Source: an optimization exercise on an open RTL-to-GDS flow (aim: small area, a short achievable clock period and few clock cycles). Production flows keep margins and buffers that such runs may drop. Function was checked by simulation only, so behaviour that the tests miss may differ from the original.

--- flow/design.v ---
module b64_alpha (
    input  wire [5:0] idx,
    output reg  [7:0] code
);
    always @(*) begin
        if (idx < 6'd26)
            code = 8'h41 + {2'b00, idx};
        else if (idx < 6'd52)
            code = 8'h61 + {2'b00, idx} - 8'd26;
        else if (idx < 6'd62)
            code = 8'h30 + {2'b00, idx} - 8'd52;
        else if (idx == 6'd62)
            code = 8'h2B;
        else
            code = 8'h2F;
    end
endmodule
module b64_rev (
    input  wire [20:0] c,
    output wire        is_val,
    output wire        is_pad,
    output wire [5:0]  val
);
    wire       lo7   = (c[20:7] == 14'd0);
    wire [6:0] x     = c[6:0];
    wire       upper = (x >= 7'h41) && (x <= 7'h5A);
    wire       lower = (x >= 7'h61) && (x <= 7'h7A);
    wire       digit = (x >= 7'h30) && (x <= 7'h39);
    wire       plus  = (x == 7'h2B);
    wire       slash = (x == 7'h2F);
    assign is_val = lo7 && (upper || lower || digit || plus || slash);
    assign is_pad = lo7 && (x == 7'h3D);
    assign val = x[6] ? (x[5] ? x[5:0] - 6'd7 : x[5:0] - 6'd1)
                      : (x[4] ? x[5:0] + 6'd4 : {5'b11111, x[2]});
endmodule
module b64_outq #(
    parameter W = 33
) (
    input  wire         clk,
    input  wire         rst,
    input  wire         load,      
    input  wire [W-1:0] d,
    input  wire         pop,
    output reg          out_valid,
    output reg  [W-1:0] out_data,
    output wire         free
);
    assign free = !out_valid || pop;
    always @(posedge clk) begin
        if (rst)
            out_valid <= 1'b0;
        else if (free)
            out_valid <= load;
    end
    always @(posedge clk) begin
        if (free)
            out_data <= d;
    end
endmodule
module b64_enc (
    input  wire        clk,
    input  wire        rst,
    input  wire        in_valid,
    input  wire [9:0]  in_data,
    output wire        in_ready,
    output wire        out_valid,
    output wire [32:0] out_data,
    input  wire        out_ready,
    output wire        busy
);
    localparam [7:0] PAD_CODE = 8'h3D;
    reg [1:0] e_cnt;
    reg [7:0] e_b0, e_b1;
    reg       e_close;       
    reg       e_pend;        
    reg       e_ready;
    reg       e_active;
    wire       q_free;
    wire       accept  = in_valid && e_ready;
    wire       is_last = in_data[9];
    wire       is_byte = !in_data[8];
    wire [7:0] byte_in = in_data[7:0];
    assign in_ready = e_ready;
    assign busy     = e_active;
    wire       add     = accept && is_byte;
    wire [1:0] n       = e_cnt + {1'b0, add};
    wire       grp3    = add && (e_cnt == 2'd2);
    wire       closing = (accept && is_last) || e_close;
    wire [7:0] g0 = (e_cnt == 2'd0) ? byte_in : e_b0;
    wire [7:0] g1 = (n == 2'd1) ? 8'h00 : (e_cnt == 2'd1) ? byte_in : e_b1;
    wire [7:0] g2 = grp3 ? byte_in : 8'h00;
    wire [7:0] a0, a1, a2, a3;
    b64_alpha u_a0 (.idx(g0[7:2]),             .code(a0));
    b64_alpha u_a1 (.idx({g0[1:0], g1[7:4]}),  .code(a1));
    b64_alpha u_a2 (.idx({g1[3:0], g2[7:6]}),  .code(a2));
    b64_alpha u_a3 (.idx(g2[5:0]),             .code(a3));
    wire        has_data  = grp3 || (closing && (n != 2'd0));
    wire [31:0] chars     = {a0, a1, (n == 2'd1) ? PAD_CODE : a2, grp3 ? a3 : PAD_CODE};
    wire        push_end  = e_pend || (closing && !has_data);
    wire        push      = e_pend || has_data || closing;
    wire        to_q      = q_free && push;
    wire [32:0] q_d       = e_pend   ? {1'b1, 32'h0} :
                            has_data ? {1'b0, chars} : {1'b1, 32'h0};
    wire        done      = q_free && !e_pend && closing;
    wire [1:0] cnt_nx   = done ? 2'd0 : (grp3 ? 2'd0 : n);
    wire       close_nx = closing && !done;
    wire       pend_nx  = done ? has_data : (e_pend && !q_free);
    wire       valid_nx = to_q || (!q_free);
    always @(posedge clk) begin
        if (rst) begin
            e_cnt    <= 2'd0;
            e_close  <= 1'b0;
            e_pend   <= 1'b0;
            e_ready  <= 1'b1;
            e_active <= 1'b0;
        end else begin
            e_cnt    <= cnt_nx;
            e_close  <= close_nx;
            e_pend   <= pend_nx;
            e_ready  <= !close_nx && !((cnt_nx == 2'd2) && (valid_nx || pend_nx));
            if (accept && is_last)
                e_active <= 1'b0;
            else if (add)
                e_active <= 1'b1;
        end
    end
    always @(posedge clk) begin
        if (e_cnt == 2'd0) e_b0 <= byte_in;
        if (e_cnt == 2'd1) e_b1 <= byte_in;
    end
    b64_outq #(.W(33)) u_q (
        .clk(clk), .rst(rst),
        .load(push), .d(q_d), .pop(out_ready),
        .out_valid(out_valid), .out_data(out_data), .free(q_free)
    );
endmodule
module b64_dec (
    input  wire        clk,
    input  wire        rst,
    input  wire        in_valid,
    input  wire [22:0] in_data,
    output wire        in_ready,
    output wire        out_valid,
    output wire [27:0] out_data,
    input  wire        out_ready,
    output wire        busy
);
    localparam [1:0] ST_OK       = 2'b01;
    localparam [1:0] ST_LEN_ERR  = 2'b10;
    localparam [1:0] ST_CHAR_ERR = 2'b11;
    reg  [1:0] d_pos;
    reg  [5:0] d_v0, d_v1, d_v2;
    reg        d_pad2;       
    reg        d_err;
    reg        d_hold;       
    reg        d_close;
    reg        d_pend;
    reg        d_ready;
    reg        d_active;
    wire        q_free;
    wire        accept  = in_valid && d_ready;
    wire        is_last = in_data[22];
    wire        is_char = !in_data[21];
    assign in_ready = d_ready;
    assign busy     = d_active;
    wire       k_val, k_pad;
    wire [5:0] k_v;
    b64_rev u_rev (.c(in_data[20:0]), .is_val(k_val), .is_pad(k_pad), .val(k_v));
    wire add   = accept && is_char;
    wire live  = add && !d_err && !d_hold;           
    wire full  = live && (d_pos == 2'd3) && k_val && !d_pad2;
    wire hold3 = live && (d_pos == 2'd3) && k_pad;
    wire bad   = live && ((d_pos == 2'd3) ? !full && !hold3 :
                          (d_pos == 2'd2) ? !k_val && !k_pad : !k_val);
    wire [1:0] pos_a  = d_pos + {1'b0, add};
    wire       err_a  = d_err || bad || (add && d_hold);
    wire       hold_a = (d_hold && !add) || hold3;
    wire closing = (accept && is_last) || d_close;
    wire [1:0] status = (pos_a != 2'd0) ? ST_LEN_ERR :
                        err_a           ? ST_CHAR_ERR : ST_OK;
    wire       ok_hold  = closing && (pos_a == 2'd0) && !err_a && hold_a;
    wire       has_data = full || ok_hold;
    wire [23:0] full_b = {d_v0, d_v1, d_v2, k_v};
    wire [23:0] hold_b = {d_v0, d_v1[5:4], d_pad2 ? 8'h00 : {d_v1[3:0], d_v2[5:2]}, 8'h00};
    wire [1:0]  hold_n = d_pad2 ? 2'd1 : 2'd2;
    wire        push  = d_pend || has_data || closing;
    wire [27:0] q_d   = d_pend ? {ST_OK, 26'h0} :
                        full   ? {2'b00, 2'd3, full_b} :
                        ok_hold ? {2'b00, hold_n, hold_b} : {status, 26'h0};
    wire done      = q_free && !d_pend && closing;
    wire close_nx  = closing && !done;
    wire pend_nx   = done ? has_data : (d_pend && !q_free);
    wire valid_nx  = push || !q_free;
    wire [1:0] pos_nx = done ? 2'd0 : pos_a;
    always @(posedge clk) begin
        if (rst) begin
            d_pos    <= 2'd0;
            d_err    <= 1'b0;
            d_hold   <= 1'b0;
            d_close  <= 1'b0;
            d_pend   <= 1'b0;
            d_ready  <= 1'b1;
            d_active <= 1'b0;
        end else begin
            d_pos    <= pos_nx;
            d_err    <= !done && err_a;
            d_hold   <= !done && hold_a;
            d_close  <= close_nx;
            d_pend   <= pend_nx;
            d_ready  <= !close_nx && !((pos_nx == 2'd3) && (valid_nx || pend_nx));
            if (accept && is_last)
                d_active <= 1'b0;
            else if (add)
                d_active <= 1'b1;
        end
    end
    always @(posedge clk) begin
        if (d_pos == 2'd0 && !d_hold) d_v0 <= k_v;
        if (d_pos == 2'd1) d_v1 <= k_v;
        if (d_pos == 2'd2) begin
            d_v2   <= k_v;
            d_pad2 <= k_pad;
        end
    end
    b64_outq #(.W(28)) u_q (
        .clk(clk), .rst(rst),
        .load(push), .d(q_d), .pop(out_ready),
        .out_valid(out_valid), .out_data(out_data), .free(q_free)
    );
endmodule
module b64core (
    input  wire        clk,
    input  wire        rst,
    input  wire        enc_in_valid,
    input  wire [9:0]  enc_in_data,
    output wire        enc_in_ready,
    output wire        enc_out_valid,
    output wire [32:0] enc_out_data,
    input  wire        enc_out_ready,
    output wire        enc_busy,
    input  wire        dec_in_valid,
    input  wire [22:0] dec_in_data,
    output wire        dec_in_ready,
    output wire        dec_out_valid,
    output wire [27:0] dec_out_data,
    input  wire        dec_out_ready,
    output wire        dec_busy
);
    b64_enc u_enc (
        .clk(clk), .rst(rst),
        .in_valid(enc_in_valid), .in_data(enc_in_data), .in_ready(enc_in_ready),
        .out_valid(enc_out_valid), .out_data(enc_out_data), .out_ready(enc_out_ready),
        .busy(enc_busy)
    );
    b64_dec u_dec (
        .clk(clk), .rst(rst),
        .in_valid(dec_in_valid), .in_data(dec_in_data), .in_ready(dec_in_ready),
        .out_valid(dec_out_valid), .out_data(dec_out_data), .out_ready(dec_out_ready),
        .busy(dec_busy)
    );
endmodule
--- flow/run.sh ---
#!/bin/bash
# synth_recipe.tcl (not shown) runs the flow's synth.tcl, then flattens the netlist and writes it again
# the make line also repeats each setting of config.mk as NAME=value (left out here)
make -C /OpenROAD-flow-scripts/flow DESIGN_CONFIG=/design/flow/config.mk WORK_HOME=/design/flow/orfs CLKGATE_MAP_FILE= SYNTH_SCRIPT=/design/flow/synth_recipe.tcl finish
--- flow/config.mk ---
export PLATFORM = sky130hd
export DESIGN_NAME = b64core
export DESIGN_NICKNAME = b64core
export VERILOG_FILES = /design/flow/design.v
export SDC_FILE = /design/flow/constraint.sdc
export NUM_CORES = 4
export LEC_CHECK = 0
export CAP_MARGIN = 20
export CORE_MARGIN = 2
export CORE_UTILIZATION = 40
export SLEW_MARGIN = 20
--- flow/constraint.sdc ---
create_clock -name core_clock -period 5.0 [get_ports {clk}]
set_input_delay 1.0000 -clock core_clock [delete_from_list [all_inputs] [get_ports {clk}]]
set_output_delay 1.0000 -clock core_clock [all_outputs]
set_load 0.01 [all_outputs]
==> qor.yml <==
die-area_sq_um: 16700
post-cts-setup-buffer-count: 0
fillCellCount: 1375
synth.area.top_cells: "edfxtp_1, dfxtp_1, ha_1"
initialDrtViolationCount: 368
area_growth_pct: 25.2
io_buffers: 105
cts_tree: "done"
cp-endpoint: "u_enc.u_q.out_data[13]$_SDFFCE_PP0N_"
grt_overflow: 0
globalRouteTotalUtil_pct: 19.3
grt_start_max_net_pins: 29
clk_latency_ns: 0.36
rows: 45
synth_common_cells: "edfxtp_1, nand2_1, a21oi_1, inv_1, nor2_1"
yosysMostFrequentCell: "edfxtp_1"
seqPwrFrac_pct: 45.4
slew_headroom_pct: 30.6
drt_first_pass_iters: 5
holdBufCountCts: 0
crit_start: "enc_in_valid"
syn_area_per_cell_sq_um: 10.2
crit_arrival_ns: 4.50
p_sw_uw: 753
yosys_register_bits: 112
status: "finished clean"
fin_crit_sh_pct: 85.7
synthCells: 614
ys_types: 75
num_antenna_cells: 0
max_freq_mhz: 233
grt_setup_unrepaired: "no"
powerDensity_nw_per_um2: 314
avgViaCountPerCell: 5.53
endpoint_kind: "flop"
syn_area_sq_um: 6280
final_util_pct: 51.5
synth_edf_count: 80
synth_flop_cell: "edfxtp_1"
cts_resized: 0
finalSetupTns_ns: 0
worst_ep_required_time_ns: 5.21
drv_cap: 0
cts_buffers: 9
max_slew.worst_pin.slew_ns: 1.03
crit_type: "primary input to flop"
core_area_sq_um: 15300
grt_pass1_vias: 4921
r2r_cells: 10
r2r_end: "u_enc.u_q.out_data[3]$_SDFFCE_PP0N_"
routed_wl_mm: 15.7
power_frac_comb_pct: 25.9
yosysTopAreaCell: "edfxtp_1"
dp_hpwl_mm: 11.7
setup_violations: 0
rrSetupSlack_ns: 1.16
worstPathMaxFanout: 7
clkTransAtPathRegs_ns: 0.08
yosysSeqAreaShare_pct: 48.4
hold_class: "flop to flop"
synth_nets: 681
synth.top_cell.area_share_pct: 38.2
ant_nets: 0
ios: 106
timing.rr.start: "u_enc.e_cnt[1]$_SDFF_PP0_"
drv_slew: 0
ir_drop_mv: 0.182
wire_per_inst_um: 16.9
antenna_found_initial: 0
gp_congestion: 0.873
yosysWarnings: 5
p_sw_share_pct: 30.5
die-height_um: 129
layout-drive-gt1-share_pct: 7.78
die_w_um: 129
clock_skew_ns: 0.00820
drc: 0
grt_pass1_wl_mm: 25.2
clockBufferDepth: 2
async_flop_share_pct: 0
period_needed_ns: 4.29
cp-start-kind: "primary input"
layout.nets: 783
clock_sinks: 112
root_buffer: "clkbuf_16"
p_leak_uw: 0.00307
total_power_uw: 2470
p_int_uw: 1710
cts_htree_levels: 3
dr_total_vias: 5145
clkPwrFrac_pct: 28.6
finalHoldViolCount: 0
start_util_pct: 41.2
[metal layers]
layer,share of wire [%],vias to the layer above,routed length [um],global-route usage [%]
met3,5.4,18,845,3.34
met5,0,-,0,0
met1,48,2483,7470,27.1
li1,-,2478,-,-
met4,1.2,0,187,6.39
met2,46,166,7210,30.3
[per-stage QoR]
stage               area [sq um]  cells  hold WS, ns  worst slack (ns)
global placement            7580    916        0.487             0.465
floorplan                   6280    614        0.464              1.01
detailed placement          7580    916        0.504             0.323
finish                      7860    931        0.523             0.714
global route                7860    931        0.546             0.485
CTS                         7860    931        0.524             0.722
[registers in the layout, summed over array words and instances (netlist names), 2 cells and up]
name,cells
u_dec.d_pos,2
u_dec.d_v0,6
u_dec.d_v1,6
u_dec.d_v2,6
u_dec.u_q.out_data,28
u_enc.e_b0,8
u_enc.e_b1,8
u_enc.e_cnt,2
u_enc.u_q.out_data,33
[placed cells by master, fill, tap and decap left out, types with 7 or more instances in the layout]
cell,n
nand2_1,52
nor4_1,12
buf_4,13
edfxtp_1,80
nand3_1,8
nor3_1,18
xnor2_1,8
nor2_1,33
inv_1,34
and3_1,9
clkbuf_16,9
a21oi_1,41
a211oi_1,7
ha_1,27
a31oi_1,14
o211ai_1,9
o21ai_0,13
mux2i_1,14
dfxtp_1,32
clkdlybuf4s50_1,105
nand4_1,7
mux2_2,9
nor2b_1,19
and2_1,19
xor2_1,7
nand2b_1,13
[power by group through the flow]
| stage | Combinational, uW | Clock [uW] | Sequential (uW) |
|---|---|---|---|
| after floorplan | 401 | 0 | 1150 |
| after global placement | 632 | 0 | 1140 |
| after detailed placement | 634 | 0 | 1140 |
| after CTS | 637 | 727 | 1120 |
| after global routing | 705 | 756 | 1130 |
| final | 640 | 706 | 1120 |
[worst min-delay path by stage]
stage | from | endpoint | slack, ns | cells after the start
3_5_place_dp | u_dec.d_ready$_SDFF_PP1_ | u_dec.d_active$_SDFFE_PP0P_ | 0.50 | 1
3_3_place_gp | u_dec.d_ready$_SDFF_PP1_ | u_dec.d_active$_SDFFE_PP0P_ | 0.49 | 1
4_1_cts | u_dec.d_ready$_SDFF_PP1_ | u_dec.d_active$_SDFFE_PP0P_ | 0.52 | 1
6_report | u_dec.d_ready$_SDFF_PP1_ | u_dec.d_active$_SDFFE_PP0P_ | 0.52 | 1
5_1_grt | u_dec.d_v1[2]$_DFFE_PN_ | u_dec.u_q.out_data[14]$_SDFFCE_PP0N_ | 0.55 | 1
2_1_floorplan | u_enc.e_b1[5]$_DFF_P_ | u_enc.e_b1[5]$_DFF_P_ | 0.46 | 2
[layout make-up]
| cell class | instances | area (sq um) | area share (%) |
|---|---|---|---|
| clock buffers | 9 | 225 | 2.86 |
| clock inverters | 6 | 60.1 | 0.764 |
| inverters | 40 | 150 | 1.91 |
| multi-input cells | 435 | 2970 | 37.8 |
| flip-flops and latches | 112 | 3040 | 38.7 |
| well taps | 211 | 264 | 3.36 |
| repair buffers | 118 | 1150 | 14.6 |
[worst max-delay path, cell delays in order]
cell and delay, ns:
clkdlybuf4s50_1 0.51, nand3b_1 0.18, inv_1 0.17, ha_1 0.30, nor2b_2 0.21, o32a_1 0.35, or2_4 0.25, ha_1 0.20
a41o_1 0.22, a32oi_2 0.38, inv_1 0.15, or3_1 0.40, a31oi_1 0.17
[cell families (layout without fill, tap and decap cells)]
family                   Yosys count  count (layout)  share of synthesized area, %
AND/OR/NAND/NOR                  219             219                          18.6
AO/OA/AOI/OAI                    148             148                          16.5
flip-flops                       112             112                          48.4
buffers and inverters             67             173                          4.24
adder cells (fa/ha/maj)           28              28                          5.70
multiplexers                      24              24                          4.20
XOR/XNOR                          16              16                          2.35
Testbench counts, summed over its fixed seeds: cycles 20,370.

-- static timing again, ports no longer ideal --
Ports are ideal in the flow. The routed layout listed here was re-timed in OpenROAD. Step 1, drivers: a clkbuf_16 drives clk and a buf_2 each remaining input, both assumed. Step 2, shift: input delay + t, output delay - t, t = (earliest + latest rising clock arrival at the registers) / 2. This alone moves slack from input paths to output paths. Slacks: ideal / step 1 / step 2; pairs: ideal / step 1.
shift t [ns]: 0.397
setup slack, ns: 0.714 / 0.726 / 0.329
hold slack, ns: 0.523 / 0.523 / 0.523
worst slew at a driven data input, ns: 0.04
After both steps setup and hold are still met in this run. The setup slack of this run moves by +0.012 ns with the drivers and by -0.385 ns with both steps.
